This is an optimization exercise on Yosys and OpenROAD, whose aim is small area, not a production implementation.
The RTL was checked by simulation tests, not by an equivalence proof against the original design.
No activity file was given, so power comes from the tool's default toggle rates.

--- design/flow/config.mk ---
export PLATFORM = sky130hd
export DESIGN_NAME = bqcore
export DESIGN_NICKNAME = bqcore
export VERILOG_FILES = /design/flow/design.v
export SDC_FILE = /design/flow/constraint.sdc
export NUM_CORES = 4
export LEC_CHECK = 0
export CAP_MARGIN = 20
export CORE_MARGIN = 2
export CORE_UTILIZATION = 40
export PLACE_DENSITY = 0.6
export SLEW_MARGIN = 20
--- design/flow/constraint.sdc ---
create_clock -name core_clock -period 10.0 [get_ports {clk}]
set_input_delay 2.0000 -clock core_clock [delete_from_list [all_inputs] [get_ports {clk}]]
set_output_delay 2.0000 -clock core_clock [all_outputs]
set_load 0.01 [all_outputs]
--- design/flow/design.v ---
module bqcore_csum (
    input  wire [7:0]  acc,        
    input  wire [31:0] old_word,   
    input  wire [7:0]  old_byte,   
    input  wire [31:0] wdata,
    input  wire        size,       
    output wire [7:0]  acc_next    
);
    wire [7:0] n1 = size ? wdata[15:8]    : 8'd0;
    wire [7:0] n2 = size ? wdata[23:16]   : 8'd0;
    wire [7:0] n3 = size ? wdata[31:24]   : 8'd0;
    wire [7:0] o0 = size ? old_word[7:0]  : old_byte;
    wire [7:0] o1 = size ? old_word[15:8]  : 8'd0;
    wire [7:0] o2 = size ? old_word[23:16] : 8'd0;
    wire [7:0] o3 = size ? old_word[31:24] : 8'd0;
    assign acc_next = acc + wdata[7:0] + n1 + n2 + n3 - o0 - o1 - o2 - o3;
endmodule
module bqcore_xcodec (
    input  wire [63:0] xenc_in,     
    output wire [31:0] xenc_out,    
    output wire        xenc_domain,  
    output wire        xenc_range    
);
    wire        s   = xenc_in[63];
    wire [10:0] E   = xenc_in[62:52];
    wire [51:0] T   = xenc_in[51:0];
    wire        tnz = |T;
    wire        gt1 = E[10] || (E[9:0] == 10'h3FF && tnz);
    assign xenc_domain = (E == 11'd0 && !tnz) || (&E);
    assign xenc_range  = gt1 ? (E > 11'd1149) : (E < 11'd895);
    wire [7:0]  efield = E[7:0] + {7'd0, gt1} + 8'h81;
    assign xenc_out = {efield, s, gt1 ? T[51:29] : T[50:28]};
endmodule
module bqcore (
    input  wire        clk,
    input  wire        rst,           
    input  wire        host_valid,
    input  wire        host_we,
    input  wire        host_size,     
    input  wire [6:0]  host_addr,
    input  wire [31:0] host_wdata,
    output reg         host_ack,
    output reg         host_err,
    output wire [31:0] host_rdata,
    output wire        treq_valid,
    output reg  [1:0]  treq_kind,     
    output wire [6:0]  treq_dev,
    output reg  [1:0]  treq_len,      
    output wire [23:0] treq_data,     
    output wire [15:0] treq_ms,       
    input  wire        trsp_valid,
    input  wire [1:0]  trsp_kind,     
    input  wire [15:0] trsp_data,     
    output wire        irq
);
    localparam [31:0] P_KEYS_RESET = 32'h36720414;
    localparam [6:0]  P_DEV_ADDR   = 7'h55;
    localparam [2:0] E_ILLEGAL = 3'd1, E_DOMAIN = 3'd2, E_RANGE = 3'd3,
                     E_BUS = 3'd4, E_TIMEOUT = 3'd5, E_ABORTED = 3'd6;
    reg        st_busy, st_done, st_ovr;
    reg [2:0]  st_errcode;
    reg [1:0]  ph_hi;           
    reg [2:0]  ph_lo;           
    reg [1:0]  st_sub;
    reg [3:0]  st_op;
    reg        abort_pending, req_out;
    reg [31:0] opa_lo, opa_hi;
    reg [31:0] res_p;
    reg        res_x;
    reg [15:0] ctrl_maxpoll;
    reg        ctrl_ie;
    reg [15:0] csw;
    reg [31:0] keys;
    reg [15:0] loopcnt;
    reg [15:0] lat_maxpoll;
    reg [31:0] lat_keys;
    reg [255:0] blk;
    reg [7:0]  bsum;
    reg [1:0]  a_q;             
    reg [7:0]  wsel_q;          
    reg [3:0]  bsel_q;          
    reg        sz_q;
    reg        rdw_q;           
    reg        rdb_q;           
    reg        pw_q;            
    reg [31:0] wd_q;
    wire [7:0]  bsum_next;
    wire [7:0]  csum = ~(pw_q ? bsum_next : bsum);
    wire [31:0] xenc_res;
    wire        xenc_domain, xenc_range;
    bqcore_xcodec u_xcodec (
        .xenc_in({opa_hi, opa_lo}), .xenc_out(xenc_res),
        .xenc_domain(xenc_domain), .xenc_range(xenc_range));
    reg  [31:0] blk_word;
    reg  [7:0]  blk_byte;
    integer k;
    always @* begin
        blk_word = 32'd0;
        for (k = 0; k < 8; k = k + 1)
            blk_word = blk_word | (blk[32*k +: 32] & {32{wsel_q[k]}});
        blk_byte = 8'd0;
        for (k = 0; k < 4; k = k + 1)
            blk_byte = blk_byte | (blk_word[8*k +: 8] & {8{bsel_q[k]}});
    end
    bqcore_csum u_csum (
        .acc(bsum), .old_word(blk_word), .old_byte(blk_byte),
        .wdata(wd_q), .size(sz_q), .acc_next(bsum_next));
    wire [10:0] rx_exp = {3'b000, res_p[31:24]} + 11'd894;
    wire [5:0] ph = {ph_hi, 1'b0, ph_lo};    
    reg        ph_subcmd;      
    reg        ph_poll;        
    reg        ph_sleep;
    reg [15:0] ph_code;        
    always @* begin
        ph_subcmd = 1'b0;
        ph_poll   = 1'b0;
        ph_sleep  = 1'b0;
        ph_code   = 16'h0000;
        case (ph)
            6'h01: ph_code = lat_keys[15:0];
            6'h02: ph_code = lat_keys[31:16];
            6'h10: begin ph_subcmd = 1'b1; ph_code = 16'h002D; end
            6'h11: begin ph_subcmd = 1'b1; ph_code = 16'h0081; end
            6'h12: ph_sleep = 1'b1;
            6'h13: begin ph_subcmd = 1'b1; ph_poll = 1'b1; end
            6'h20: begin ph_subcmd = 1'b1; ph_code = 16'h0080; end
            6'h21: ph_sleep = 1'b1;
            6'h22: begin ph_subcmd = 1'b1; ph_poll = 1'b1; end
            6'h23: ph_sleep = 1'b1;
            6'h24: begin ph_subcmd = 1'b1; ph_code = 16'h0041; end
            6'h25: ph_sleep = 1'b1;
            6'h30: begin ph_subcmd = 1'b1; ph_code = st_op[0] ? 16'h0009 : 16'h000A; end
            6'h31: ph_sleep = 1'b1;
            6'h32: begin ph_subcmd = 1'b1; ph_poll = 1'b1; end
            6'h33: ph_sleep = 1'b1;
            6'h34: begin ph_subcmd = 1'b1; ph_poll = 1'b1; end
            6'h35: begin ph_subcmd = 1'b1; ph_code = 16'h000B; end
            default: ;
        endcase
    end
    wire sub1 = ph_subcmd && st_sub == 2'd1;
    wire sub2 = ph_subcmd && st_sub == 2'd2;
    assign treq_valid = req_out;
    assign treq_dev   = P_DEV_ADDR;
    assign treq_data  = {ph_code, 8'h00};
    assign treq_ms    = (ph_hi == 2'd2 && ph_lo[2:1] != 2'b00) ? 16'd150 : 16'd1000;
    always @* begin
        if (ph_sleep)  begin treq_kind = 2'd2; treq_len = 2'd0; end
        else if (sub1) begin treq_kind = 2'd0; treq_len = 2'd1; end
        else if (sub2) begin treq_kind = 2'd1; treq_len = 2'd2; end
        else           begin treq_kind = 2'd0; treq_len = 2'd3; end
    end
    assign irq = st_done & ctrl_ie;
    wire step_abort = st_busy && !req_out && abort_pending;
    wire step_issue = st_busy && !req_out && !abort_pending;
    wire step_rsp   = st_busy && req_out && trsp_valid;
    wire rsp_ok     = sub2 ? (trsp_kind == 2'd1) : (trsp_kind == 2'd0);
    wire bus_err    = step_rsp && !rsp_ok;
    wire adv_sub    = step_rsp && rsp_ok && ph_subcmd && st_sub != 2'd2;
    wire last       = step_rsp && rsp_ok && !(ph_subcmd && st_sub != 2'd2);
    wire poll_done  = last && ph_poll;         
    wire active = st_op[0] ? (trsp_data[11:10] != 2'b00) : trsp_data[11];
    reg  cond;
    always @* begin
        case (ph_hi)
            2'd1:    cond = trsp_data[12];
            2'd2:    cond = !trsp_data[12];
            default: cond = ph_lo[2] ? !active : active;
        endcase
    end
    wire pass = poll_done && cond;
    wire fail = poll_done && !cond;
    wire [15:0] cnt_inc = loopcnt + {15'd0, ~&loopcnt};    
    wire timeout  = fail && cnt_inc == lat_maxpoll;
    wire complete = (pass && ph == 6'h13 && !st_op[1]) || (last && !ph_poll && ph == 6'h25);
    wire lc_clear = (pass && ph == 6'h13 && st_op[1]) || (pass && ph == 6'h32)
                 || (last && !ph_poll && ph == 6'h35);
    wire seq_end  = step_abort || bus_err || timeout || complete;
    reg [1:0] nx_hi;
    reg [2:0] nx_lo;
    always @* begin
        nx_hi = ph_hi;
        nx_lo = ph_lo + 3'd1;
        if (ph_poll) begin
            if (cond) begin
                case (ph_hi)
                    2'd1:    begin nx_hi = 2'd3; nx_lo = 3'd0; end    
                    2'd2:    nx_lo = 3'd3;                            
                    default: nx_lo = ph_lo[2] ? 3'd5 : 3'd3;          
                endcase
            end else begin
                nx_lo = (ph == 6'h34) ? 3'd3 : 3'd0;
            end
        end else begin
            case (ph)
                6'h02: begin nx_hi = 2'd1; nx_lo = 3'd0; end
                6'h35: begin nx_hi = 2'd2; nx_lo = 3'd0; end
                default: ;
            endcase
        end
        if (complete) begin nx_hi = 2'd0; nx_lo = 3'd0; end
    end
    wire        s_busy    = st_busy && !seq_end;
    wire        s_done    = st_done || seq_end;
    wire        s_abrtp   = abort_pending && !seq_end;
    wire        s_req     = step_issue || (req_out && !step_rsp);
    wire [2:0]  s_errcode = step_abort ? E_ABORTED : bus_err ? E_BUS
                          : timeout ? E_TIMEOUT : st_errcode;
    wire        s_move    = last && !timeout;
    wire [1:0]  s_sub     = adv_sub ? st_sub + 2'd1 : s_move ? 2'd0 : st_sub;
    wire [1:0]  s_ph_hi   = s_move ? nx_hi : ph_hi;
    wire [2:0]  s_ph_lo   = s_move ? nx_lo : ph_lo;
    wire [15:0] s_csw     = poll_done ? trsp_data : csw;
    wire legal  = host_size ? (host_addr[1:0] == 2'b00) : (host_addr[6:5] == 2'b10);
    wire wr     = host_valid && host_we && legal;
    wire wr_w   = wr && host_size;
    wire [4:0] wa = host_addr[6:2];
    wire blk_wr = wr && host_addr[6:5] == 2'b10;
    wire [3:0] cop    = host_wdata[3:0];
    wire cmd_wr       = wr_w && wa == 5'h00;
    wire cmd_f        = host_wdata == 32'h0000000F;
    wire accept       = cmd_wr && !s_busy && !cmd_f;
    wire op_ok        = (cop[3:2] == 2'b10) || (cop != 4'h0 && cop <= 4'h4);    
    wire ill          = accept && (host_wdata[31:4] != 28'd0 || !op_ok);
    wire acc_ok       = accept && !ill;
    wire cal_acc      = acc_ok && cop[3:2] == 2'b10;
    wire xe           = cop[2];                  
    wire xe_dom       = acc_ok && xe && xenc_domain;
    wire xe_rng       = acc_ok && xe && !xenc_domain && xenc_range;
    wire cmd_res_we   = acc_ok && cop[3] == 1'b0 && !xe_dom && !xe_rng;
    wire st_w1c       = wr_w && wa == 5'h01;
    reg [31:0] cmd_res;
    always @* begin
        case (cop[1:0])
            2'd1:    cmd_res = {24'd0, csum};
            2'd2:    cmd_res = {16'd0, csum, 7'd0, (csum == opa_lo[7:0])};
            2'd3:    cmd_res = opa_lo;
            default: cmd_res = xenc_res;
        endcase
    end
    wire res_we = cmd_res_we || (complete && !ill);
    wire lc_we  = cal_acc || lc_clear || (fail && !ill);
    wire [15:0] sel;
    genvar g;
    generate for (g = 0; g < 16; g = g + 1) begin : g_sel
        assign sel[g] = rdw_q && a_q == g[4:3] && wsel_q[g[2:0]];
    end endgenerate
    wire [31:0] st_word = {4'd0, st_op, 4'd0, req_out, abort_pending, st_sub,
                           2'b00, ph_hi, 1'b0, ph_lo, 1'b0, st_errcode, st_ovr,
                           (st_errcode != 3'd0), st_done, st_busy};
    assign host_rdata =
          (st_word                          & {32{sel[1]}})
        | (opa_lo                           & {32{sel[2]}})
        | (opa_hi                           & {32{sel[3]}})
        | (res_p                            & {32{sel[4] && !res_x}})
        | ({res_p[2:0], 29'd0}              & {32{sel[4] && res_x}})
        | ({res_p[23], rx_exp, res_p[22:3]} & {32{sel[5] && res_x}})
        | ({15'd0, ctrl_ie, ctrl_maxpoll}   & {32{sel[6]}})
        | ({16'd0, csw}                     & {32{sel[7]}})
        | (keys                             & {32{sel[8]}})
        | ({16'd0, loopcnt}                 & {32{sel[9]}})
        | (blk_word & {32{rdw_q && a_q == 2'b10}})
        | ({24'd0, blk_byte} & {32{rdb_q}});
    wire [31:0] wd0   = rst ? 32'd0 : host_wdata;
    wire [31:0] wdk   = rst ? P_KEYS_RESET : host_wdata;
    wire [31:0] wdblk = rst ? 32'd0 : (sz_q ? wd_q : {4{wd_q[7:0]}});
    integer i;
    always @(posedge clk) begin
        host_err   <= !legal;
        a_q   <= host_addr[6:5];
        for (i = 0; i < 8; i = i + 1) wsel_q[i] <= host_addr[4:2] == i[2:0];
        for (i = 0; i < 4; i = i + 1) bsel_q[i] <= host_addr[1:0] == i[1:0];
        sz_q  <= host_size;
        wd_q  <= host_wdata;
        rdw_q <= !host_we && host_size && host_addr[1:0] == 2'b00;
        rdb_q <= !host_we && !host_size && host_addr[6:5] == 2'b10;
        pw_q  <= !rst && blk_wr;
        if (cal_acc) begin
            lat_maxpoll <= ctrl_maxpoll;
            lat_keys    <= keys;
        end
        if (rst || (wr_w && wa == 5'h02)) opa_lo <= wd0;
        if (rst || (wr_w && wa == 5'h03)) opa_hi <= wd0;
        if (rst || (wr_w && wa == 5'h06)) begin
            ctrl_maxpoll <= wd0[15:0];
            ctrl_ie <= wd0[16];
        end
        if (rst || (wr_w && wa == 5'h08)) keys <= wdk;
        for (i = 0; i < 32; i = i + 1)
            if (rst || (pw_q && wsel_q[i/4] && (sz_q || bsel_q[i%4])))
                blk[8*i +: 8] <= wdblk[8*i[1:0] +: 8];
        if (rst || pw_q) bsum <= rst ? 8'd0 : bsum_next;
        if (rst || poll_done) csw <= rst ? 16'd0 : trsp_data;
        if (rst || res_we) begin
            res_p <= rst ? 32'd0 : cmd_res_we ? cmd_res : {16'd0, s_csw};
            res_x <= !rst && cmd_res_we && cop[1:0] == 2'd3;
        end
        if (rst || lc_we) loopcnt <= (rst || cal_acc || lc_clear) ? 16'd0 : cnt_inc;
        if (rst) begin
            st_busy <= 1'b0; st_done <= 1'b0; st_ovr <= 1'b0;
            st_errcode <= 3'd0; ph_hi <= 2'd0; ph_lo <= 3'd0; st_sub <= 2'd0; st_op <= 4'd0;
            abort_pending <= 1'b0; req_out <= 1'b0;
            host_ack <= 1'b0;
        end else begin
            host_ack <= host_valid;
            st_busy <= s_busy || cal_acc;
            st_done <= accept ? !cal_acc : (st_w1c && host_wdata[1]) ? 1'b0 : s_done;
            st_ovr  <= (cmd_wr && s_busy && !cmd_f) ? 1'b1
                     : (st_w1c && host_wdata[3]) ? 1'b0 : st_ovr;
            st_errcode <= !accept ? s_errcode : ill ? E_ILLEGAL
                        : xe_dom ? E_DOMAIN : xe_rng ? E_RANGE : 3'd0;
            if (accept) st_op <= cop;
            abort_pending <= s_abrtp || (cmd_wr && s_busy && cmd_f);
            req_out <= s_req;
            if (cal_acc) begin
                ph_hi  <= (cop[1:0] == 2'b01) ? 2'd2 : 2'd0;    
                ph_lo  <= (cop[1:0] == 2'b01) ? 3'd0 : 3'd1;    
                st_sub <= 2'd0;
            end else if (!ill) begin
                ph_hi  <= s_ph_hi;
                ph_lo  <= s_ph_lo;
                st_sub <= s_sub;
            end
        end
    end
endmodule
--- design/flow/flow/run.sh ---
#!/bin/bash
# Layout flow: the standard flow (standard.sh, unchanged synthesis) with
# three layout settings changed:
#  - ports are buffered with the smallest buffer (buf_1) instead of the
#    default clkdlybuf4s50_1; repair_design still resizes them where needed;
#  - clock tree synthesis inserts no dummy loads and uses larger sink
#    clusters, so fewer clock buffers are needed.
# Each tool's full output goes to the ORFS logs under orfs/logs/, and make's
# own output to standard.log in this folder.
set -euo pipefail
export BUFFER_PORTS_ARGS="-buffer_cell sky130_fd_sc_hd__buf_1"
export CTS_ARGS="-sink_clustering_enable -repair_clock_nets -dont_use_dummy_load -buf_list sky130_fd_sc_hd__clkbuf_8 -sink_clustering_size 18 -sink_clustering_max_diameter 45"
bash standard.sh > standard.log 2>&1
--- design/flow/standard.sh ---
#!/bin/bash
# synth_recipe.tcl (not shown) runs the flow's synth.tcl, then flattens the netlist and writes it again
# the make line also repeats each setting of config.mk as NAME=value (left out here)
make -C /OpenROAD-flow-scripts/flow DESIGN_CONFIG=/design/flow/config.mk WORK_HOME=/design/flow/orfs CLKGATE_MAP_FILE= SYNTH_SCRIPT=/design/flow/synth_recipe.tcl "${@:-finish}"
==> flow_metrics.tcl, run 1 <==
set metrics [dict create \
    fin_crit_sh 0.677 \
    synthAdderAreaFrac 0.0446 \
    drc_errors 0 \
    coreArea_mm2 0.0657 \
    post_cts_buffers 0 \
    synth_cells 2158 \
    synth_xor_area_frac 0.0245 \
    grt_max_degree 91 \
    syn_area_mm2 0.0266 \
    crit_type "reg2reg" \
    htreeDepth 3 \
    vias 19500 \
    clk_latency_ns 0.71 \
    wirelength_um 92500 \
    cts.repair.resized 0 \
    hold_viol_final 0 \
    vias_per_cell 6.25 \
    grt_pass1_vias 18700 \
    hp-class "reg2reg" \
    synth_top_family_by_area "compound AO/OA/AOI/OAI gates" \
    crit_path_cell_trace "buf_4 -> a22oi_1 -> nand4_1 -> a22oi_1 -> a31oi_1 -> fa_1 -> fa_1 -> fa_1 -> fa_1 -> inv_1 -> ha_1 -> fa_1 -> nand2_1 -> o21ai_0 -> xnor2_1 -> or3_1 -> nor4_1 -> nand4_1 -> o31ai_1 -> a21oi_1 -> a211oi_1" \
    holdWs_ns 0.456 \
    die_x_um 262 \
    relSlewSlack 0.272 \
    critical_path.endpoint_type "flop" \
    grt_pass1_wl_um 132000 \
    leakagePower_nw 9.91 \
    first_iter_violations 2978 \
    dieArea_mm2 0.0685 \
    synthMuxAreaShare 0.00673 \
    yosysWarnings 1 \
    status "complete, no violations" \
    clockRootBuffer "clkbuf_8" \
    drv_cap 0 \
    ys_async_sr_fraction 0 \
    hpwl_um 66300 \
    gr-total-overflow 0 \
    critical_path_arrival_ns 7.27 \
    maxClockFrequency_mhz 148 \
    synth_edf_count 490 \
    cts_buffers 71 \
    tightest_slew_ns 1.09 \
    start_util 0.404 \
    rows 94 \
    cp.required_ns 10.50 \
    rsz0062_at_grt "false" \
    crit_slowest_cell "dfxtp_1" \
    yosysSeqAreaShare 0.607 \
    cts_tree "done" \
    finalClockSkew_ns 0.0801 \
    post-place-ws_ns 3.31 \
    nets 2384 \
    yosysUniqueCellTypes 76 \
    post_drt_wl_per_cell_um 29.7 \
    place.port_buffers 126 \
    crit_fanout 19 \
    synth_compound_area_frac 0.147 \
    die_h_um 262 \
    max_stage_delay_ns 0.83 \
    postCtsHoldBufs 0 \
    setup_viol 0 \
    avgSynthCellArea_um2 12.3 \
    finalWeightedCongestion 0.972 \
    final_layout_size_suffix_gt1_frac 0.0768 \
    synth_ff_type "edfxtp_1" \
    crit_path_start_kind "flop" \
    finalWorstSetupSlack_ns 3.23 \
    ir_drop_mv 0.251 \
    yosys.area_share.simple 0.127 \
    first_pass_iters 6 \
    power_density_mw_per_mm2 202 \
    fin_setup_tns_ns 0 \
    cts.reportedPaths.clkPinSlew_ns 0.08 \
    maxSlewViolCount 0 \
    ios 150 \
    period_needed_ns 6.77 \
    cts_buffer_depth 3 \
    gr-usage-all-layers 0.268 \
    critical_path.most_common_cell "fa_1" \
    final_antenna_net_count 0 \
    antenna_found_initial 6 \
    syn_to_final_growth_pct 8.37 \
    cts_sinks 561 \
    ys_ff_latch 561 \
]
worst max-delay path: cells and delay by family (launching register included):
kind                     cells  cell delay (ns)
AO/OA/AOI/OAI                7             1.40
XOR/XNOR                     1             0.22
adder cells (fa/ha/maj)      6             2.59
buffers and inverters        2             0.46
flip-flops                   1             0.83
AND/OR/NAND/NOR              5             1.13
synth_stat cells, types with 14 or more instances:
cell type | n | area (um2)
a211oi_1 | 49 | 368
a21oi_1 | 80 | 400
a221oi_1 | 32 | 280
a22o_1 | 47 | 412
a22oi_1 | 203 | 1520
and2_1 | 38 | 238
and3_1 | 15 | 93.8
buf_4 | 34 | 255
clkbuf_1 | 120 | 450
dfxtp_1 | 71 | 1420
edfxtp_1 | 490 | 14700
fa_1 | 46 | 921
ha_1 | 21 | 263
inv_1 | 80 | 300
nand2_1 | 172 | 646
nand2b_1 | 14 | 87.6
nand3_1 | 51 | 255
nand4_1 | 53 | 332
nor2_1 | 87 | 327
nor2b_1 | 95 | 594
nor3_1 | 28 | 140
nor4_1 | 27 | 169
o21ai_0 | 65 | 325
or2_2 | 15 | 93.8
xnor2_1 | 41 | 359
xor2_1 | 28 | 245
metrics by stage:
stage	cells	util	cell area, um2	power (W)
final	3119	0.438	28800	0.00582
after global routing	3119	0.438	28800	0.00612
after CTS	3115	0.437	28800	0.00581
after detailed placement	3044	0.423	27800	0.00442
after global placement	3044	0.423	27800	0.00440
after floorplan	2179	-	26600	0.00399
state kept, by name, indices dropped and copies added (netlist names), 3 cells and up:
signal,flops
loopcnt,16
keys,32
opa_hi,32
bsum,8
lat_keys,32
ph_lo,3
st_errcode,3
st_op,4
lat_maxpoll,16
res_p,32
blk,256
opa_lo,32
wd_q,32
bsel_q,4
ctrl_maxpoll,16
wsel_q,8
csw,16
cells in the final DEF, fill, tap and decap left out, types with 21 or more instances in the layout:
cell type / count
a211oi_1: 49
a21oi_1: 79
a221oi_1: 32
a22o_1: 47
a22oi_1: 203
and2_1: 38
buf_1: 124
buf_4: 49
clkbuf_8: 71
conb_1: 23
dfxtp_1: 70
edfxtp_1: 490
fa_1: 46
ha_1: 21
inv_1: 79
nand2_1: 172
nand3_1: 51
nand4_1: 53
nor2_1: 86
nor2b_1: 95
nor3_1: 27
nor4_1: 27
o21ai_0: 46
xnor2_1: 41
xor2_1: 28
per-layer routing:
| layer | vias up | part of all wire | GRT usage | wire length, um |
|---|---|---|---|---|
| met5 | - | 0.00027 | 0 | 25 |
| met4 | 4 | 0.040 | 0.111 | 3690 |
| met3 | 224 | 0.11 | 0.0618 | 10300 |
| met2 | 1293 | 0.44 | 0.397 | 40600 |
| met1 | 9708 | 0.41 | 0.379 | 37900 |
| li1 | 8268 | - | - | - |
area by class of cell:
class                           instances  area [um2]
Fill cell                            6056       37000
Sequential cell                       561       16100
Multi-Input combinational cell       1364        9430
Tap cell                              864        1080
Clock buffer                           71         977
Timing Repair Buffer                  176         853
Inverter                               80         300
Antenna cell                            3        7.51
power by group:
group          total, W  switching (W)  leakage (nW)  internal, W
combinational   0.00154       0.000885          3.90     0.000653
clock           0.00141       0.000782         0.511     0.000629
sequential      0.00287       0.000124          5.50      0.00275
total           0.00582        0.00179          9.91      0.00403
kinds of logic (layout without fill, tap and decap cells):
family,count (synthesis),in the layout
other,2,26
xor gates and xnor gates,71,71
buffers and inverters,254,327
DFF,561,561
muxes,17,17
and+or+nand+nor,641,641
adders and majority gates,67,67
AOI/OAI and AO/OA,545,545
worst paths after layout:
path / start / end / slack, ns / cells after the start
worst max-delay path: wsel_q[3] / res_p[0] / 3.23 / 21
worst min-delay path: keys[29] / lat_keys[29] / 0.46 / 0
worst max register to register: wsel_q[3] / res_p[0] / 3.23 / 21
worst min register to register: keys[29] / lat_keys[29] / 0.46 / 0
==> run 2: changes to the inputs <==
--- a/design/flow/flow/run.sh
+++ b/design/flow/flow/run.sh
@@ -9,5 +9,5 @@
 # own output to standard.log in this folder.
 set -euo pipefail
 export BUFFER_PORTS_ARGS="-buffer_cell sky130_fd_sc_hd__buf_1"
-export CTS_ARGS="-sink_clustering_enable -repair_clock_nets -dont_use_dummy_load -buf_list sky130_fd_sc_hd__clkbuf_8 -sink_clustering_size 18 -sink_clustering_max_diameter 45"
+export CTS_ARGS="-sink_clustering_enable -repair_clock_nets -dont_use_dummy_load -buf_list sky130_fd_sc_hd__clkbuf_8 -sink_clustering_size 16 -sink_clustering_max_diameter 80"
 bash standard.sh > standard.log 2>&1
--- a/design/flow/config.mk
+++ b/design/flow/config.mk
@@ -7,6 +7,6 @@
 export LEC_CHECK = 0
 export CAP_MARGIN = 20
 export CORE_MARGIN = 2
-export CORE_UTILIZATION = 40
-export PLACE_DENSITY = 0.6
+export CORE_UTILIZATION = 55
+export PLACE_DENSITY = 0.7
 export SLEW_MARGIN = 20
==> flow_metrics.tcl, run 2 <==
set metrics [dict create \
    status "complete, no violations" \
    final_common_cell "edfxtp_1" \
    top_layer "met5" \
    drv_cap 0 \
    critical_path_arrival_ns 7.06 \
    crit_type "reg2reg" \
    crit_path_start_kind "flop" \
    startpoint "wsel_q[6]" \
    hold_viol_final 0 \
    drc_errors 0 \
    rsz0062_at_grt "false" \
    r2r_cells 21 \
    rows 80 \
    cts_buffers 42 \
    vias_per_cell 6.90 \
    dieArea_mm2 0.0501 \
    yosysWarnings 1 \
    grt_pass1_vias 18200 \
    final_area_mm2 0.0281 \
    final_antenna_net_count 0 \
    first_pass_iters 9 \
    critical_path.most_common_cell "fa_1" \
    hp-class "reg2reg" \
    ir_drop_mv 0.268 \
    tightest_slew_ns 1.14 \
    synth_cells 2158 \
    maxSlewViolCount 0 \
    antenna_found_initial 4 \
    yosysUniqueCellTypes 76 \
    synth_common_cells "edfxtp_1, a22oi_1, nand2_1" \
    grt_pass1_wl_um 125000 \
    period_needed_ns 6.62 \
    die_x_um 224 \
    postCtsHoldBufs 0 \
    rr_endpoint "res_p[0]" \
    crit_slowest_cell "dfxtp_1" \
    finalWeightedCongestion 1.01 \
    finalWorstSetupSlack_ns 3.38 \
    syn_to_final_growth_pct 5.61 \
    ys_async_sr_fraction 0 \
    hpwl_um 62800 \
    nets 2354 \
    wirelength_um 87100 \
    clockRootBuffer "clkbuf_8" \
    m1WireLength_um 33900 \
    critical_path.endpoint_type "flop" \
    ys_top_cells_by_area "edfxtp_1, a22oi_1, dfxtp_1" \
    max_stage_delay_ns 0.86 \
    dr_wl_met3_um 11700 \
    holdWs_ns 0.466 \
    power_density_mw_per_mm2 195 \
    fillers 3884 \
    leakagePower_nw 9.69 \
    avgSynthCellArea_um2 12.3 \
    rr_startpoint "wsel_q[6]" \
    synth_ff_type "edfxtp_1" \
    synth_edf_count 490 \
    placed_area_mm2 0.0275 \
    vias 19600 \
    regMostFlops "blk" \
    fin_crit_sh 0.662 \
    grt_max_degree 75 \
    final_layout_size_suffix_gt1_frac 0.0630 \
    yosysSeqAreaShare 0.607 \
    cts_sinks 561 \
    relSlewSlack 0.241 \
    die_h_um 224 \
    largest_reg_flops 256 \
    netlist.area_leader.share 0.554 \
    clk_latency_ns 0.67 \
    cp.required_ns 10.44 \
    fin_setup_tns_ns 0 \
    post_cts_buffers 0 \
    finalClockSkew_ns 0.0590 \
    gr-total-overflow 0 \
    start_util 0.556 \
    ios 150 \
    hp-start "ctrl_maxpoll[4]" \
    first_iter_violations 3116 \
    cts_buffer_depth 3 \
    htreeDepth 2 \
    crit_fanout 18 \
    place.port_buffers 126 \
    cts.repair.resized 0 \
    yosysTopAreaCell "edfxtp_1" \
    dr_wl_met2_um 37900 \
    utilization 0.588 \
    post_drt_wl_per_cell_um 30.7 \
    post-place-ws_ns 3.51 \
    cts_tree "done" \
    r2r_slack_ns 3.38 \
    coreArea_mm2 0.0477 \
    crit_path_cell_trace "buf_4 -> a22oi_1 -> nand4_1 -> a22oi_1 -> a31oi_1 -> fa_1 -> fa_1 -> fa_1 -> fa_1 -> inv_1 -> ha_1 -> fa_1 -> nand2_1 -> o21ai_0 -> xnor2_1 -> or3_1 -> nor4_1 -> nand4_1 -> o31ai_1 -> a21oi_1 -> a211oi_1" \
    ys_ff_latch 561 \
    maxClockFrequency_mhz 151 \
    final_cell_mix "edfxtp_1, a22oi_1, nand2_1" \
    gr-usage-all-layers 0.347 \
    synth_most_common_cell "edfxtp_1" \
    cts.reportedPaths.clkPinSlew_ns 0.11 \
    setup_viol 0 \
    syn_area_mm2 0.0266 \
    cp-endpoint "res_p[0]" \
]
==> run 2: cell counts after synthesis <==
No cell type changed its count.
==> run 2: layer usage <==
layer | GRT usage | vias to the layer above
met1 | 0.498 | 9678
met2 | 0.515 | 1488
li1 | - | 8212
met4 | 0.121 | 4
met3 | 0.0898 | 195
met5 | 0 | -
==> run 2: where the power goes <==
part	internal, W	total [W]	switching, W
clock network	0.000378	0.00109	0.000712
logic	0.000651	0.00153	0.000878
registers	0.00274	0.00286	0.000117
==> run 2: cell families (layout without fill, tap and decap cells) <==
family          count (synthesis)  in the layout  synth area share
simple gates                  641            641             0.127
flops                         561            561             0.607
mux                            17             17           0.00673
compound gates                545            545             0.147
fa+ha+maj                      67             67            0.0446
xor+xnor                       71             71            0.0245
buf+inv                       254            297            0.0427
other cells                     2             25          0.000283
==> run 2: cell type report <==
class | instances | area [um2] | share of cell area
sequential | 561 | 16100 | 0.575
multi-input combinational | 1364 | 9420 | 0.336
timing repair buffer | 175 | 846 | 0.0301
tap | 615 | 769 | 0.0274
clock buffer | 42 | 578 | 0.0206
inverter | 80 | 300 | 0.0107
antenna | 2 | 5.00 | 0.000178
==> run 2: worst min-delay path by stage <==
stage | to | slack (ns) | depth (start not counted)
finish | lat_maxpoll[4] | 0.47 | 0
global route | lat_maxpoll[3] | 0.47 | 0
CTS | lat_maxpoll[4] | 0.46 | 0
detailed placement | lat_maxpoll[4] | 0.44 | 0
global placement | lat_maxpoll[3] | 0.43 | 0
floorplan | lat_keys[28] | 0.43 | 0
==> run 2: worst max-delay path: cells and delay by family (launching register included) <==
kind | cells | cell delay [ns]
adders and majority gates | 6 | 2.54
AOI/OAI and AO/OA | 7 | 1.29
and+or+nand+nor | 5 | 1.07
DFF | 1 | 0.86
buffers and inverters | 2 | 0.45
xor gates and xnor gates | 1 | 0.21
==> run 2: through the flow <==
step / instances / total power (W)
4_1_cts: 2837 / 0.00544
5_1_grt: 2838 / 0.00573
6_report: 2839 / 0.00548
3_3_place_gp: 2795 / 0.00438
2_1_floorplan: 2179 / 0.00399
3_5_place_dp: 2795 / 0.00439
==> run 3: changes to the inputs <==
--- a/design/flow/config.mk
+++ b/design/flow/config.mk
@@ -7,6 +7,6 @@
 export LEC_CHECK = 0
 export CAP_MARGIN = 20
 export CORE_MARGIN = 2
-export CORE_UTILIZATION = 55
-export PLACE_DENSITY = 0.7
+export CORE_UTILIZATION = 30
+export PLACE_DENSITY = 0.45
 export SLEW_MARGIN = 20
==> flow_metrics.tcl, run 3 <==
set metrics [dict create \
    power_density_mw_per_mm2 193 \
    synth_edf_count 490 \
    synth_most_common_cell "edfxtp_1" \
    cts_buffer_depth 3 \
    crit_slowest_cell "dfxtp_1" \
    dieArea_mm2 0.0910 \
    critical_path.endpoint_type "flop" \
    final_antenna_net_count 0 \
    cts.repair.resized 0 \
    yosysUniqueCellTypes 76 \
    finalClockSkew_ns 0.0878 \
    final_layout_size_suffix_gt1_frac 0.0649 \
    grt_max_degree 74 \
    ir_drop_mv 0.168 \
    final_cell_mix "edfxtp_1, a22oi_1, nand2_1" \
    tightest_slew_ns 1.10 \
    power_frac_clock 0.206 \
    p_int_w 0.00379 \
    final_common_cell "edfxtp_1" \
    crit_path_start_kind "flop" \
    sw_frac_of_total 0.317 \
    htreeDepth 2 \
    yosysWarnings 1 \
    antenna_found_initial 12 \
    syn_to_final_growth_pct 8.27 \
    crit_type "reg2reg" \
    place.port_buffers 126 \
    post-place-ws_ns 3.48 \
    synth_common_cells "edfxtp_1, a22oi_1, nand2_1" \
    coreArea_mm2 0.0881 \
    cp.required_ns 10.46 \
    grt_pass1_vias 18400 \
    hp-class "reg2reg" \
    rsz0062_at_grt "false" \
    leakagePower_nw 9.69 \
    fin_setup_tns_ns 0 \
    maxSlewViolCount 0 \
    avgSynthCellArea_um2 12.3 \
    ys_top_cells_by_area "edfxtp_1, a22oi_1, dfxtp_1" \
    setup_viol 0 \
    crit_fanout 19 \
    ys_async_sr_fraction 0 \
    hold_viol_final 0 \
    nets 2350 \
    finalWorstSetupSlack_ns 3.34 \
    rows 109 \
    crit_path_cell_trace "buf_4 -> a22oi_1 -> nand4_1 -> a22oi_1 -> a31oi_1 -> fa_1 -> fa_1 -> fa_1 -> fa_1 -> inv_1 -> ha_1 -> fa_1 -> nand2_1 -> o21ai_0 -> xnor2_1 -> or3_1 -> nor4_1 -> nand4_1 -> o31ai_1 -> a21oi_1 -> a211oi_1" \
    hpwl_um 74100 \
    clk_latency_ns 0.68 \
    maxClockFrequency_mhz 150 \
    post_drt_wl_per_cell_um 30.1 \
    drc_errors 0 \
    first_pass_iters 6 \
    finalWeightedCongestion 0.932 \
    fin_crit_sh 0.666 \
    critical_path.most_common_cell "fa_1" \
    gr-total-overflow 0 \
    period_needed_ns 6.66 \
    cts_tree "done" \
    r2r_slack_ns 3.34 \
    largest_reg_flops 256 \
    relSlewSlack 0.259 \
    drv_cap 0 \
    startpoint "wsel_q[4]" \
    regMostFlops "blk" \
    start_util 0.302 \
    first_iter_violations 2078 \
    clockRootBuffer "clkbuf_8" \
    critical_path_arrival_ns 7.12 \
    hp-start "ctrl_maxpoll[3]" \
    seqPwrFrac 0.518 \
    gr-usage-all-layers 0.219 \
    cts_buffers 44 \
    vias_per_cell 5.63 \
    r2r_cells 21 \
    max_stage_delay_ns 0.96 \
    synth_cells 2158 \
    cp-endpoint "res_p[0]" \
    die_x_um 302 \
    rr_endpoint "res_p[0]" \
    ios 150 \
    postCtsHoldBufs 0 \
    ys_ff_latch 561 \
    cts_sinks 561 \
    rr_startpoint "wsel_q[4]" \
    synth_ff_type "edfxtp_1" \
    netlist.area_leader.share 0.554 \
    wirelength_um 102000 \
    yosysSeqAreaShare 0.607 \
    post_cts_buffers 0 \
    status "complete, no violations" \
    grt_pass1_wl_um 142000 \
    comb_power_share 0.277 \
    die_h_um 302 \
    cts.reportedPaths.clkPinSlew_ns 0.11 \
    yosysTopAreaCell "edfxtp_1" \
    syn_area_mm2 0.0266 \
    vias 19100 \
    switchingPower_w 0.00176 \
]
-- run 3: cell counts after synthesis --
No cell type changed its count.
-- run 3: kinds of logic after synthesis --
kind of cell	after synthesis	synth area share
xor gates and xnor gates	71	0.0245
other	2	0.000283
DFF	561	0.607
AOI/OAI and AO/OA	545	0.147
buffers and inverters	254	0.0427
adders and majority gates	67	0.0446
and+or+nand+nor	641	0.127
muxes	17	0.00673
-- run 3: final cells by class --
cell class	instances	area, um2
fill	8891	59300
sequential	561	16100
multi-input combinational	1364	9460
tap	1165	1460
timing repair buffer	169	801
clock buffer	44	606
inverter	80	300
antenna	2	5.00
-- run 3: worst min-delay path by stage --
stage	end	slack (ns)	cells past startpoint
after global routing	lat_maxpoll[3]	0.48	0
final	lat_maxpoll[3]	0.47	0
after global placement	lat_keys[28]	0.44	0
after detailed placement	lat_maxpoll[3]	0.45	0
after CTS	lat_maxpoll[1]	0.47	0
after floorplan	lat_keys[28]	0.43	0
-- run 3: per-layer routing --
metal  share of wire  vias to the layer above  GRT usage
met3           0.088                      168     0.0490
met5         0.00098                        -          0
met2            0.44                      941      0.337
met4           0.035                       14     0.0706
met1            0.43                     9748      0.306
li1                -                     8199          -
-- run 3: stage by stage --
step	hold WS, ns	instance area, um2	utilization	total power [W]	instances
6_report	0.469	28800	0.326	0.00554	3385
3_5_place_dp	0.447	28100	0.319	0.00444	3339
2_1_floorplan	0.426	26600	-	0.00399	2179
3_3_place_gp	0.438	28100	0.319	0.00444	3337
5_1_grt	0.477	28800	0.326	0.00582	3384
4_1_cts	0.468	28700	0.326	0.00557	3383
-- run 3: critical path, delay by kind of cell (launching register included) --
family	cells	cell delay (ns)
buf+inv	2	0.45
xor+xnor	1	0.20
fa+ha+maj	6	2.57
simple gates	5	1.01
compound gates	7	1.23
flops	1	0.96
-- run 3: power groups by stage --
stage	clock [W]	combinational (W)	sequential, W
2_1_floorplan	0	0.00115	0.00284
3_3_place_gp	0	0.00152	0.00292
3_5_place_dp	0	0.00152	0.00292
4_1_cts	0.00117	0.00153	0.00286
5_1_grt	0.00123	0.00171	0.00288
6_report	0.00114	0.00153	0.00287
==> run 4: changes to the inputs <==
--- a/design/flow/config.mk
+++ b/design/flow/config.mk
@@ -7,6 +7,6 @@
 export LEC_CHECK = 0
 export CAP_MARGIN = 20
 export CORE_MARGIN = 2
-export CORE_UTILIZATION = 30
-export PLACE_DENSITY = 0.45
+export CORE_UTILIZATION = 40
+export PLACE_DENSITY = 0.6
 export SLEW_MARGIN = 20
==> flow_metrics.tcl, run 4 <==
set metrics [dict create \
    ys_ff_latch 561 \
    die_x_um 262 \
    die_h_um 262 \
    yosysWarnings 1 \
    clk_latency_ns 0.67 \
    period_needed_ns 6.80 \
    final_layout_size_suffix_gt1_frac 0.0652 \
    syn_area_mm2 0.0266 \
    cts_tree "done" \
    synth_most_common_cell "edfxtp_1" \
    postCtsHoldBufs 0 \
    nets 2356 \
    final_common_cell "edfxtp_1" \
    dieArea_mm2 0.0685 \
    yosysUniqueCellTypes 76 \
    grt_pass1_wl_um 131000 \
    antenna_found_initial 6 \
    hp-start "keys[28]" \
    synth_common_cells "edfxtp_1, a22oi_1, nand2_1" \
    post_cts_buffers 0 \
    synth_edf_count 490 \
    grt_max_degree 91 \
    maxSlewViolCount 0 \
    status "complete, no violations" \
    ys_async_sr_fraction 0 \
    drc_errors 0 \
    netlist.area_leader.share 0.554 \
    leakagePower_nw 9.71 \
    finalWeightedCongestion 0.972 \
    crit_path_start_kind "flop" \
    crit_fanout 19 \
    r2r_slack_ns 3.20 \
    finalClockSkew_ns 0.0854 \
    final_antenna_net_count 0 \
    drv_cap 0 \
    utilization 0.432 \
    crit_type "reg2reg" \
    synth_cells 2158 \
    hp-class "reg2reg" \
    ir_drop_mv 0.237 \
    placed_area_mm2 0.0278 \
    cts_buffer_depth 3 \
    cp.required_ns 10.47 \
    cts.repair.resized 0 \
    multi_input_area_mm2 0.00943 \
    critical_path.endpoint_type "flop" \
    cts_sinks 561 \
    critical_path_arrival_ns 7.27 \
    cts_buffers 43 \
    cts.reportedPaths.clkPinSlew_ns 0.10 \
    fin_setup_tns_ns 0 \
    coreArea_mm2 0.0657 \
    htreeDepth 2 \
    final_area_mm2 0.0284 \
    yosysSeqAreaShare 0.607 \
    avgSynthCellArea_um2 12.3 \
    yosysTopAreaCell "edfxtp_1" \
    largest_reg_flops 256 \
    gr-total-overflow 0 \
    vias_per_cell 6.28 \
    clockRootBuffer "clkbuf_8" \
    first_iter_violations 2986 \
    setup_viol 0 \
    regMostFlops "blk" \
    gr-usage-all-layers 0.266 \
    fin_crit_sh 0.680 \
    place.port_buffers 126 \
    maxClockFrequency_mhz 147 \
    rows 94 \
    wirelength_um 92200 \
    final_cell_mix "edfxtp_1, a22oi_1, nand2_1" \
    post_drt_wl_per_cell_um 29.8 \
    syn_to_final_growth_pct 6.91 \
    vias 19400 \
    grt_pass1_vias 18400 \
    hold_viol_final 0 \
    power_density_mw_per_mm2 195 \
    rr_startpoint "wsel_q[3]" \
    ios 150 \
    hpwl_um 66300 \
    rsz0062_at_grt "false" \
    tightest_slew_ns 1.09 \
    regArea_mm2 0.0161 \
    start_util 0.404 \
    relSlewSlack 0.270 \
    startpoint "wsel_q[3]" \
    fillers 6081 \
    synth_ff_type "edfxtp_1" \
    first_pass_iters 6 \
    ys_top_cells_by_area "edfxtp_1, a22oi_1, dfxtp_1" \
]
-- run 4: changes by cell type in the layout (fill, tap and decap cells not counted), sizes merged --
| cell | delta |
|---|---|
| buf | +6 |
-- run 4: final timing paths --
| kind | endpoint | cells after the start |
|---|---|---|
| max | res_p[0] | 21 |
| min | lat_keys[28] | 0 |
| max reg2reg | res_p[0] | 21 |
| min reg2reg | lat_keys[28] | 0 |
-- run 4: per-layer routing --
layer,wire length (um),share of wire,vias to the layer above,global-route usage
met1,38200,0.41,9767,0.383
met2,40800,0.44,1239,0.400
met5,25,0.00027,-,0
met4,3400,0.037,4,0.0936
li1,-,-,8196,-
met3,9780,0.11,198,0.0525
-- run 4: layout make-up --
class	count	share of cell area
sequential	561	0.568
multi-input combinational	1364	0.332
tap	864	0.0381
timing repair buffer	176	0.0300
clock buffer	43	0.0208
inverter	80	0.0106
antenna	2	0.000176
-- run 4: cells by family (layout without fill, tap and decap cells) --
group                    Yosys count  in the layout  synth area share
flip-flops                       561            561             0.607
other                              2             25          0.000283
AO/OA/AOI/OAI                    545            545             0.147
buffers and inverters            254            299            0.0427
AND/OR/NAND/NOR                  641            641             0.127
multiplexers                      17             17           0.00673
adder cells (fa/ha/maj)           67             67            0.0446
XOR/XNOR                          71             71            0.0245
-- run 4: worst max-delay path: stages (launching register included) --
cell	delay, ns
dfxtp_1	0.85
buf_4	0.42
a22oi_1	0.14
nand4_1	0.32
a22oi_1	0.16
a31oi_1	0.26
fa_1	0.48
fa_1	0.47
fa_1	0.40
fa_1	0.51
inv_1	0.04
ha_1	0.22
fa_1	0.51
nand2_1	0.08
o21ai_0	0.24
xnor2_1	0.22
or3_1	0.31
nor4_1	0.25
nand4_1	0.16
o31ai_1	0.27
a21oi_1	0.07
a211oi_1	0.25
-- run 4: power breakdown --
| part | switching (W) | internal, W | total, W |
|---|---|---|---|
| sequential | 0.000124 | 0.00274 | 0.00287 |
| combinational | 0.000890 | 0.000654 | 0.00154 |
| clock | 0.000731 | 0.000387 | 0.00112 |
| total | 0.00174 | 0.00378 | 0.00553 |
-- run 4: stage by stage --
stage | setup WS (ns) | hold WS [ns] | total power, W | std cells
2_1_floorplan | 3.49 | 0.426 | 0.00399 | 2179
3_3_place_gp | 3.50 | 0.433 | 0.00440 | 3044
3_5_place_dp | 3.31 | 0.444 | 0.00442 | 3044
4_1_cts | 3.25 | 0.469 | 0.00551 | 3087
5_1_grt | 2.82 | 0.474 | 0.00580 | 3090
6_report | 3.20 | 0.469 | 0.00553 | 3090
==> run 5: changes to the inputs <==
--- a/design/flow/design.v
+++ b/design/flow/design.v
@@ -84,6 +84,7 @@
     reg        rdb_q;           
     reg        pw_q;            
     reg [31:0] wd_q;
+    reg        rst_q;           
     wire [7:0]  bsum_next;
     wire [7:0]  csum = ~(pw_q ? bsum_next : bsum);
     wire [31:0] xenc_res;
@@ -263,7 +264,7 @@
         | ({24'd0, blk_byte} & {32{rdb_q}});
     wire [31:0] wd0   = rst ? 32'd0 : host_wdata;
     wire [31:0] wdk   = rst ? P_KEYS_RESET : host_wdata;
-    wire [31:0] wdblk = rst ? 32'd0 : (sz_q ? wd_q : {4{wd_q[7:0]}});
+    wire [31:0] wdblk = sz_q ? wd_q : {4{wd_q[7:0]}};
     integer i;
     always @(posedge clk) begin
         host_err   <= !legal;
@@ -271,7 +272,8 @@
         for (i = 0; i < 8; i = i + 1) wsel_q[i] <= host_addr[4:2] == i[2:0];
         for (i = 0; i < 4; i = i + 1) bsel_q[i] <= host_addr[1:0] == i[1:0];
         sz_q  <= host_size;
-        wd_q  <= host_wdata;
+        wd_q  <= wd0;
+        rst_q <= rst;
         rdw_q <= !host_we && host_size && host_addr[1:0] == 2'b00;
         rdb_q <= !host_we && !host_size && host_addr[6:5] == 2'b10;
         pw_q  <= !rst && blk_wr;
@@ -287,7 +289,7 @@
         end
         if (rst || (wr_w && wa == 5'h08)) keys <= wdk;
         for (i = 0; i < 32; i = i + 1)
-            if (rst || (pw_q && wsel_q[i/4] && (sz_q || bsel_q[i%4])))
+            if (rst_q || (pw_q && wsel_q[i/4] && (sz_q || bsel_q[i%4])))
                 blk[8*i +: 8] <= wdblk[8*i[1:0] +: 8];
         if (rst || pw_q) bsum <= rst ? 8'd0 : bsum_next;
         if (rst || poll_done) csw <= rst ? 16'd0 : trsp_data;
==> flow_metrics.tcl, run 5 <==
set metrics [dict create \
    gr-usage-all-layers 0.257 \
    antenna_found_initial 2 \
    synth_edf_count 490 \
    gr-total-overflow 0 \
    synth_most_common_cell "edfxtp_1" \
    power_density_mw_per_mm2 199 \
    clk_latency_ns 0.69 \
    post_drt_wl_per_cell_um 29.6 \
    cts.reportedPaths.clkPinSlew_ns 0.10 \
    tightest_slew_ns 1.19 \
    avgSynthCellArea_um2 12.7 \
    crit_fanout 19 \
    hpwl_um 63900 \
    yosysUniqueCellTypes 77 \
    crit_slowest_cell "dfxtp_1" \
    crit_path_start_kind "flop" \
    r2r_slack_ns 3.35 \
    die_x_um 261 \
    rr_startpoint "wsel_q[0]" \
    final_common_cell "edfxtp_1" \
    grt_pass1_vias 17400 \
    htreeDepth 2 \
    rr_endpoint "res_p[0]" \
    cpLargestDelayFamily "adder cells" \
    drv_cap 0 \
    synth_cells 2081 \
    yosysWarnings 1 \
    ir_drop_mv 0.240 \
    rows 94 \
    syn_to_final_growth_pct 6.38 \
    status "complete, no violations" \
    synth_ff_type "edfxtp_1" \
    place.port_buffers 126 \
    final_layout_size_suffix_gt1_frac 0.0633 \
    fin_crit_sh 0.665 \
    leakagePower_nw 9.31 \
    ys_ff_latch 562 \
    wirelength_um 88700 \
    drc_errors 0 \
    dr_wl_met2_um 39800 \
    max_stage_delay_ns 0.57 \
    utilization 0.428 \
    period_needed_ns 6.65 \
    ys_top_cells_by_area "edfxtp_1, dfxtp_1, a22oi_1" \
    rsz0062_at_grt "false" \
    hp-class "reg2reg" \
    maxSlewViolCount 0 \
    holdWs_ns 0.462 \
    crit_path_cell_trace "buf_4 -> a22oi_1 -> nand4_1 -> a222oi_1 -> o21ai_0 -> ha_1 -> fa_1 -> fa_1 -> fa_1 -> inv_1 -> ha_1 -> fa_1 -> a21o_1 -> a21oi_1 -> xnor2_1 -> nand2_1 -> o21ai_0 -> xnor2_1 -> nor4_1 -> a21o_1 -> a211oi_1 -> a211oi_1" \
    cts.repair.resized 0 \
    m1WireLength_um 36400 \
    maxClockFrequency_mhz 150 \
    yosysTopAreaCell "edfxtp_1" \
    fin_setup_tns_ns 0 \
    syn_area_mm2 0.0264 \
    synth_common_cells "edfxtp_1, a22oi_1, nand2_1" \
    first_iter_violations 2428 \
    startpoint "wsel_q[0]" \
    vias_per_cell 6.23 \
    start_util 0.403 \
    relSlewSlack 0.207 \
    ios 150 \
    cts_buffers 43 \
    ys_async_sr_fraction 0 \
    postCtsHoldBufs 0 \
    critical_path.endpoint_type "flop" \
    finalWeightedCongestion 0.948 \
    finalClockSkew_ns 0.107 \
    yosysSeqAreaShare 0.612 \
    fillers 6049 \
    critical_path.most_common_cell "fa_1" \
    nets 2265 \
    post_cts_buffers 0 \
    clockRootBuffer "clkbuf_8" \
    netlist.area_leader.share 0.557 \
    grt_max_degree 68 \
    crit_type "reg2reg" \
    timing.critical_path.buf_inv 2 \
    r2r_cells 22 \
    cp.required_ns 10.45 \
    final_cell_mix "edfxtp_1, a22oi_1, nand2_1" \
    dieArea_mm2 0.0681 \
    critical_path_arrival_ns 7.10 \
    path_depth 22 \
    die_h_um 261 \
    hold_viol_final 0 \
    setup_viol 0 \
    grt_pass1_wl_um 126000 \
    top_layer "met4" \
    regMostFlops "blk" \
    cp-endpoint "res_p[0]" \
    cts_tree "done" \
    largest_reg_flops 256 \
    coreArea_mm2 0.0656 \
    cts_buffer_depth 3 \
    cts_sinks 562 \
    first_pass_iters 6 \
    vias 18700 \
    final_antenna_net_count 0 \
    dr_wl_met3_um 8940 \
]
[run 5: cell types whose count changed after synthesis, moves of 13 or more]
cell / delta
o21bai_1: +35
a21oi_1: -37
o21ai_0: -36
mux2i_1: +30
nand2_1: -24
inv_1: -19
a22oi_1: -13
a211oi_1: -15
[run 5: per-stage QoR]
step / cell area [um2] / total power [W] / cells / setup slack (ns)
floorplan: 26500 / 0.00409 / 2102 / 4.30
detailed placement: 27500 / 0.00451 / 2953 / 3.31
global placement: 27500 / 0.00450 / 2953 / 3.50
global route: 28100 / 0.00587 / 2998 / 3.05
finish: 28100 / 0.00561 / 2998 / 3.35
CTS: 28100 / 0.00558 / 2996 / 3.40
[run 5: final cells by class]
type | count | area (um2) | share of cell area
Timing Repair Buffer | 156 | 702 | 0.0250
Inverter | 63 | 238 | 0.00846
Clock buffer | 43 | 592 | 0.0211
Tap cell | 864 | 1080 | 0.0385
Antenna cell | 1 | 2.50 | 0.0000890
Multi-Input combinational cell | 1309 | 9330 | 0.332
Sequential cell | 562 | 16200 | 0.575
[run 5: kinds of logic (layout without fill, tap and decap cells)]
logic type,count (synthesis),count (layout),share of synthesized area
other,2,24,0.000284
buffers and inverters,231,262,0.0386
XOR/XNOR,72,72,0.0239
AND/OR/NAND/NOR,615,615,0.125
flip-flops,562,562,0.612
adder cells (fa/ha/maj),67,67,0.0448
AO/OA/AOI/OAI,480,480,0.136
multiplexers,52,52,0.0203
[run 5: worst min path at each step]
stage          cells after the start             from  slack [ns]              to
3_3_place_gp                       0  ctrl_maxpoll[9]        0.43  lat_maxpoll[9]
4_1_cts                            0  ctrl_maxpoll[3]        0.47  lat_maxpoll[3]
3_5_place_dp                       0  ctrl_maxpoll[8]        0.44  lat_maxpoll[8]
2_1_floorplan                      0         keys[22]        0.43    lat_keys[22]
5_1_grt                            0  ctrl_maxpoll[1]        0.46  lat_maxpoll[1]
6_report                           0  ctrl_maxpoll[1]        0.46  lat_maxpoll[1]
[run 5: routing by layer]
metal,global-route usage,vias up
met5,0,-
met4,0.0915,0
met3,0.0514,184
met2,0.391,1110
met1,0.366,9487
li1,-,7899
[run 5: power by group]
group | switching (W) | internal, W | total, W
clock | 0.000726 | 0.000386 | 0.00111
sequential | 0.000133 | 0.00278 | 0.00291
combinational | 0.000909 | 0.000670 | 0.00158
==> run 6: changes to the inputs <==
--- a/design/flow/config.mk
+++ b/design/flow/config.mk
@@ -5,8 +5,8 @@
 export SDC_FILE = /design/flow/constraint.sdc
 export NUM_CORES = 4
 export LEC_CHECK = 0
-export CAP_MARGIN = 20
+export CAP_MARGIN = 0
 export CORE_MARGIN = 2
 export CORE_UTILIZATION = 40
 export PLACE_DENSITY = 0.6
-export SLEW_MARGIN = 20
+export SLEW_MARGIN = 0
==> flow_metrics.tcl, run 6 <==
set metrics [dict create \
    status "complete, no violations" \
    power_density_mw_per_mm2 200 \
    vias 18700 \
    fin_crit_sh 0.663 \
    synth_cells 2081 \
    ir_drop_mv 0.243 \
    comb_power_share 0.283 \
    hold_viol_final 0 \
    grt_max_degree 68 \
    final_common_cell "edfxtp_1" \
    cts_buffers 43 \
    ys_ff_latch 562 \
    start_util 0.403 \
    yosysSeqAreaShare 0.612 \
    ys_async_sr_fraction 0 \
    ys_top_cells_by_area "edfxtp_1, dfxtp_1, a22oi_1" \
    finalWeightedCongestion 0.948 \
    netlist.area_leader.share 0.557 \
    grt_pass1_wl_um 126000 \
    finalClockSkew_ns 0.107 \
    fin_setup_tns_ns 0 \
    rsz0062_at_grt "false" \
    yosysTopAreaCell "edfxtp_1" \
    crit_path_start_kind "flop" \
    grt_pass1_vias 17400 \
    yosysWarnings 1 \
    hp-class "reg2reg" \
    crit_type "reg2reg" \
    p_int_w 0.00384 \
    period_needed_ns 6.63 \
    syn_to_final_growth_pct 6.34 \
    setup_viol 0 \
    critical_path.endpoint_type "flop" \
    drv_cap 0 \
    maxClockFrequency_mhz 151 \
    leakagePower_nw 9.30 \
    synth_ff_type "edfxtp_1" \
    tightest_slew_ns 1.15 \
    gr-total-overflow 0 \
    coreArea_mm2 0.0656 \
    cts.repair.resized 0 \
    syn_area_mm2 0.0264 \
    postCtsHoldBufs 0 \
    seqPwrFrac 0.519 \
    first_pass_iters 8 \
    die_h_um 261 \
    cts.reportedPaths.clkPinSlew_ns 0.10 \
    sw_frac_of_total 0.316 \
    final_cell_mix "edfxtp_1, a22oi_1, nand2_1" \
    crit_fanout 19 \
    antenna_found_initial 2 \
    first_iter_violations 2385 \
    wirelength_um 88700 \
    final_layout_size_suffix_gt1_frac 0.0624 \
    relSlewSlack 0.230 \
    vias_per_cell 6.23 \
    cts_buffer_depth 3 \
    cts_tree "done" \
    clockRootBuffer "clkbuf_8" \
    dieArea_mm2 0.0681 \
    rows 94 \
    final_antenna_net_count 0 \
    placed_area_mm2 0.0275 \
    cts_sinks 562 \
    nets 2264 \
    maxSlewViolCount 0 \
    cp.required_ns 10.45 \
    ios 150 \
    die_x_um 261 \
    yosysUniqueCellTypes 77 \
    post_cts_buffers 0 \
    synth_edf_count 490 \
    utilization 0.428 \
    critical_path_arrival_ns 7.08 \
    final_area_mm2 0.0281 \
    htreeDepth 2 \
    clk_latency_ns 0.69 \
    post_drt_wl_per_cell_um 29.6 \
    post-place-ws_ns 3.31 \
    hpwl_um 63900 \
    avgSynthCellArea_um2 12.7 \
    synth_most_common_cell "edfxtp_1" \
    power_frac_clock 0.198 \
    place.port_buffers 126 \
    largest_reg_flops 256 \
    switchingPower_w 0.00177 \
    drc_errors 0 \
    finalPower_w 0.00561 \
    gr-usage-all-layers 0.257 \
    finalWorstSetupSlack_ns 3.37 \
    regMostFlops "blk" \
    synth_common_cells "edfxtp_1, a22oi_1, nand2_1" \
]
==> run 6: logic make-up after synthesis <==
| logic type | count (synthesis) | synth area share |
|---|---|---|
| AO/OA/AOI/OAI | 480 | 0.136 |
| XOR/XNOR | 72 | 0.0239 |
| adder cells (fa/ha/maj) | 67 | 0.0448 |
| buffers and inverters | 231 | 0.0386 |
| flip-flops | 562 | 0.612 |
| multiplexers | 52 | 0.0203 |
| other | 2 | 0.000284 |
| AND/OR/NAND/NOR | 615 | 0.125 |
==> run 6: area by class of cell <==
| cell class | instances | area, um2 |
|---|---|---|
| fillers | 6053 | 37500 |
| clock buffers | 43 | 592 |
| multi-input cells | 1309 | 9330 |
| well taps | 864 | 1080 |
| flip-flops and latches | 562 | 16200 |
| repair buffers | 155 | 694 |
| inverters | 63 | 236 |
| diodes | 1 | 2.50 |
==> run 6: through the flow <==
stage | hold WS, ns | std cells
after floorplan | 0.426 | 2102
after global placement | 0.434 | 2953
after detailed placement | 0.439 | 2953
after CTS | 0.466 | 2996
after global routing | 0.463 | 2997
final | 0.462 | 2997
==> run 6: layer usage <==
metal | global-route usage | share of wire
met5 | 0 | 0
met4 | 0.0915 | 0.039
met3 | 0.0514 | 0.10
met2 | 0.391 | 0.45
met1 | 0.366 | 0.41
==> run 6: final timing paths <==
kind         cells past startpoint            start        endpoint  slack (ns)
max                             22        wsel_q[0]        res_p[0]        3.37
min                              0  ctrl_maxpoll[1]  lat_maxpoll[1]        0.46
max reg2reg                     22        wsel_q[0]        res_p[0]        3.37
min reg2reg                      0  ctrl_maxpoll[1]  lat_maxpoll[1]        0.46
==> run 6: critical path: stages, from the launching register on <==
cell	delay (ns)
dfxtp_1	0.56
buf_4	0.37
a22oi_1	0.20
nand4_1	0.41
a222oi_1	0.56
o21ai_0	0.14
ha_1	0.32
fa_1	0.52
fa_1	0.43
fa_1	0.50
inv_1	0.04
ha_1	0.21
fa_1	0.46
a21o_1	0.17
a21oi_1	0.17
xnor2_1	0.10
nand2_1	0.07
o21ai_0	0.18
xnor2_1	0.20
nor4_1	0.38
a21o_1	0.18
a211oi_1	0.04
a211oi_1	0.23
==> run 6: power by group through the flow <==
stage / combinational [W] / clock, W / sequential (W)
after global routing: 0.00174 / 0.00120 / 0.00293
final: 0.00159 / 0.00111 / 0.00291
after floorplan: 0.00120 / 0 / 0.00289
after detailed placement: 0.00155 / 0 / 0.00296
after CTS: 0.00155 / 0.00112 / 0.00291
after global placement: 0.00154 / 0 / 0.00296
==> run 7: changes to the inputs <==
--- a/design/flow/config.mk
+++ b/design/flow/config.mk
@@ -7,6 +7,6 @@
 export LEC_CHECK = 0
 export CAP_MARGIN = 0
 export CORE_MARGIN = 2
-export CORE_UTILIZATION = 40
-export PLACE_DENSITY = 0.6
+export CORE_UTILIZATION = 55
+export PLACE_DENSITY = 0.7
 export SLEW_MARGIN = 0
==> flow_metrics.tcl, run 7 <==
set metrics [dict create \
    status "complete, no violations" \
    grt_max_degree 69 \
    period_needed_ns 6.37 \
    drv_cap 0 \
    largest_reg_flops 256 \
    hp-class "reg2reg" \
    first_iter_violations 3068 \
    synth_edf_count 490 \
    relSlewSlack 0.162 \
    hold_viol_final 0 \
    start_util 0.556 \
    dieArea_mm2 0.0498 \
    post_cts_buffers 0 \
    post_drt_wl_per_cell_um 29.8 \
    postCtsHoldBufs 0 \
    synth_common_cells "edfxtp_1, a22oi_1, nand2_1" \
    yosysTopAreaCell "edfxtp_1" \
    vias 18600 \
    crit_path_start_kind "flop" \
    avgSynthCellArea_um2 12.7 \
    crit_fanout 34 \
    maxClockFrequency_mhz 157 \
    fin_setup_tns_ns 0 \
    r2r_slack_ns 3.63 \
    fillers 3818 \
    nets 2262 \
    synth_most_common_cell "edfxtp_1" \
    ys_ff_latch 562 \
    finalWeightedCongestion 0.933 \
    maxSlewViolCount 0 \
    final_antenna_net_count 0 \
    coreArea_mm2 0.0475 \
    syn_to_final_growth_pct 5.08 \
    grt_pass1_wl_um 117000 \
    tightest_slew_ns 1.25 \
    gr-total-overflow 0 \
    final_layout_size_suffix_gt1_frac 0.0620 \
    cts_buffer_depth 3 \
    yosysSeqAreaShare 0.612 \
    fin_crit_sh 0.637 \
    hpwl_um 58400 \
    finalClockSkew_ns 0.0971 \
    netlist.area_leader.share 0.557 \
    drc_errors 0 \
    ys_async_sr_fraction 0 \
    yosysUniqueCellTypes 77 \
    die_h_um 223 \
    gr-usage-all-layers 0.324 \
    ys_top_cells_by_area "edfxtp_1, dfxtp_1, a22oi_1" \
    crit_type "reg2reg" \
    cp.required_ns 10.50 \
    syn_area_mm2 0.0264 \
    finalPower_w 0.00553 \
    clk_latency_ns 0.66 \
    post-place-ws_ns 3.53 \
    leakagePower_nw 9.29 \
    clockRootBuffer "clkbuf_8" \
    first_pass_iters 9 \
    ios 150 \
    antenna_cells 0 \
    power_density_mw_per_mm2 199 \
    cts_buffers 42 \
    synth_cells 2081 \
    die_x_um 223 \
    critical_path_arrival_ns 6.87 \
    grt_pass1_vias 17200 \
    htreeDepth 2 \
    finalWorstSetupSlack_ns 3.63 \
    placedCellCount 2703 \
    cts.reportedPaths.clkPinSlew_ns 0.12 \
    setup_viol 0 \
    cts_tree "done" \
    place.port_buffers 126 \
    rsz0062_at_grt "false" \
    yosysWarnings 1 \
    cts_sinks 562 \
    holdWs_ns 0.463 \
    fin_cells 2745 \
    final_cell_mix "edfxtp_1, a22oi_1, nand2_1" \
    wirelength_um 81700 \
    regMostFlops "blk" \
    antenna_found_initial 5 \
    final_common_cell "edfxtp_1" \
    ir_drop_mv 0.205 \
    rows 80 \
    vias_per_cell 6.77 \
    critical_path.endpoint_type "flop" \
    cts.repair.resized 0 \
    synth_ff_type "edfxtp_1" \
]
run 7: worst paths after layout:
path / endpoint / start / depth (start not counted)
max: res_p[0] / wsel_q[6] / 22
min: lat_maxpoll[6] / ctrl_maxpoll[6] / 0
max reg2reg: res_p[0] / wsel_q[6] / 22
min reg2reg: lat_maxpoll[6] / ctrl_maxpoll[6] / 0
run 7: critical path, cell delays in order (launching register included):
cell	delay, ns
dfxtp_1	0.31
buf_4	0.26
a22oi_1	0.25
nand4_1	0.39
a222oi_1	0.65
o21ai_0	0.16
ha_1	0.32
fa_1	0.50
fa_1	0.43
fa_1	0.49
inv_1	0.04
ha_1	0.22
fa_1	0.47
a21o_1	0.17
a21oi_1	0.17
xnor2_1	0.15
nand2_1	0.07
o21ai_0	0.22
xnor2_1	0.11
nor4_1	0.37
a21o_1	0.17
a211oi_1	0.04
a211oi_1	0.23
run 7: cells by family after synthesis:
logic type	count (synthesis)	share of synthesized area
AO/OA/AOI/OAI	480	0.136
XOR/XNOR	72	0.0239
adder cells (fa/ha/maj)	67	0.0448
buffers and inverters	231	0.0386
flip-flops	562	0.612
multiplexers	52	0.0203
other	2	0.000284
AND/OR/NAND/NOR	615	0.125
run 7: area by class of cell:
cell class,count,area [um2],area share
repair buffers,154,687,0.0247
multi-input cells,1309,9330,0.336
flip-flops and latches,562,16200,0.582
well taps,615,769,0.0277
clock buffers,42,578,0.0208
inverters,63,236,0.00852
run 7: per-layer routing:
metal	vias to the layer above	GRT usage	routed length, um
met5	-	0	40
li1	7910	-	-
met4	6	0.119	3070
met2	1247	0.479	35700
met3	198	0.0747	9820
met1	9218	0.472	33000
run 7: stage by stage:
stage | utilization | instance area [um2]
floorplan | - | 26500
global placement | 0.572 | 27200
detailed placement | 0.572 | 27200
CTS | 0.584 | 27800
global route | 0.584 | 27800
finish | 0.584 | 27800
run 7: power by group:
group	internal, W	leakage [nW]	switching, W
combinational	0.000665	3.66	0.000865
clock	0.000378	0.302	0.000718
sequential	0.00278	5.33	0.000127

-- afterwards: timing with drivers on the ports --
The results above use ideal ports. As a check the final layouts listed here were re-extracted and re-timed, cells and wires unchanged. Step 1, drivers: a clkbuf_16 drives clk and a buf_2 each remaining input, both assumed. Step 2 adds t to the input delays and takes it off the output delays; t is the mean of the earliest and latest rising clock arrival at the registers after step 1. Input paths then give back, and output paths get back, about the clock's delay inside the block. Slacks: ideal / step 1 / step 2; pairs: ideal / step 1.
| run | shift t [ns] | slack for setup (ns) | worst register clock-pin slew, ns |
|---|---|---|---|
| run 1 | 0.727 | 3.232 / 3.232 / 3.232 | 0.10 / 0.10 |
| run 2 | 0.694 | 3.381 / 3.381 / 3.381 | 0.11 / 0.11 |
| run 3 | 0.692 | 3.339 / 3.339 / 3.339 | 0.11 / 0.11 |
| run 4 | 0.696 | 3.195 / 3.195 / 3.195 | 0.11 / 0.11 |
| run 5 | 0.693 | 3.349 / 3.349 / 3.349 | 0.11 / 0.11 |
| run 6 | 0.691 | 3.365 / 3.365 / 3.330 | 0.11 / 0.11 |
| run 7 | 0.665 | 3.633 / 3.633 / 3.529 | 0.12 / 0.12 |
After both steps every run listed still meets setup and hold. The setup slack of run 7, which loses most, moves by 0.000 ns with the drivers and by -0.104 ns with both steps.
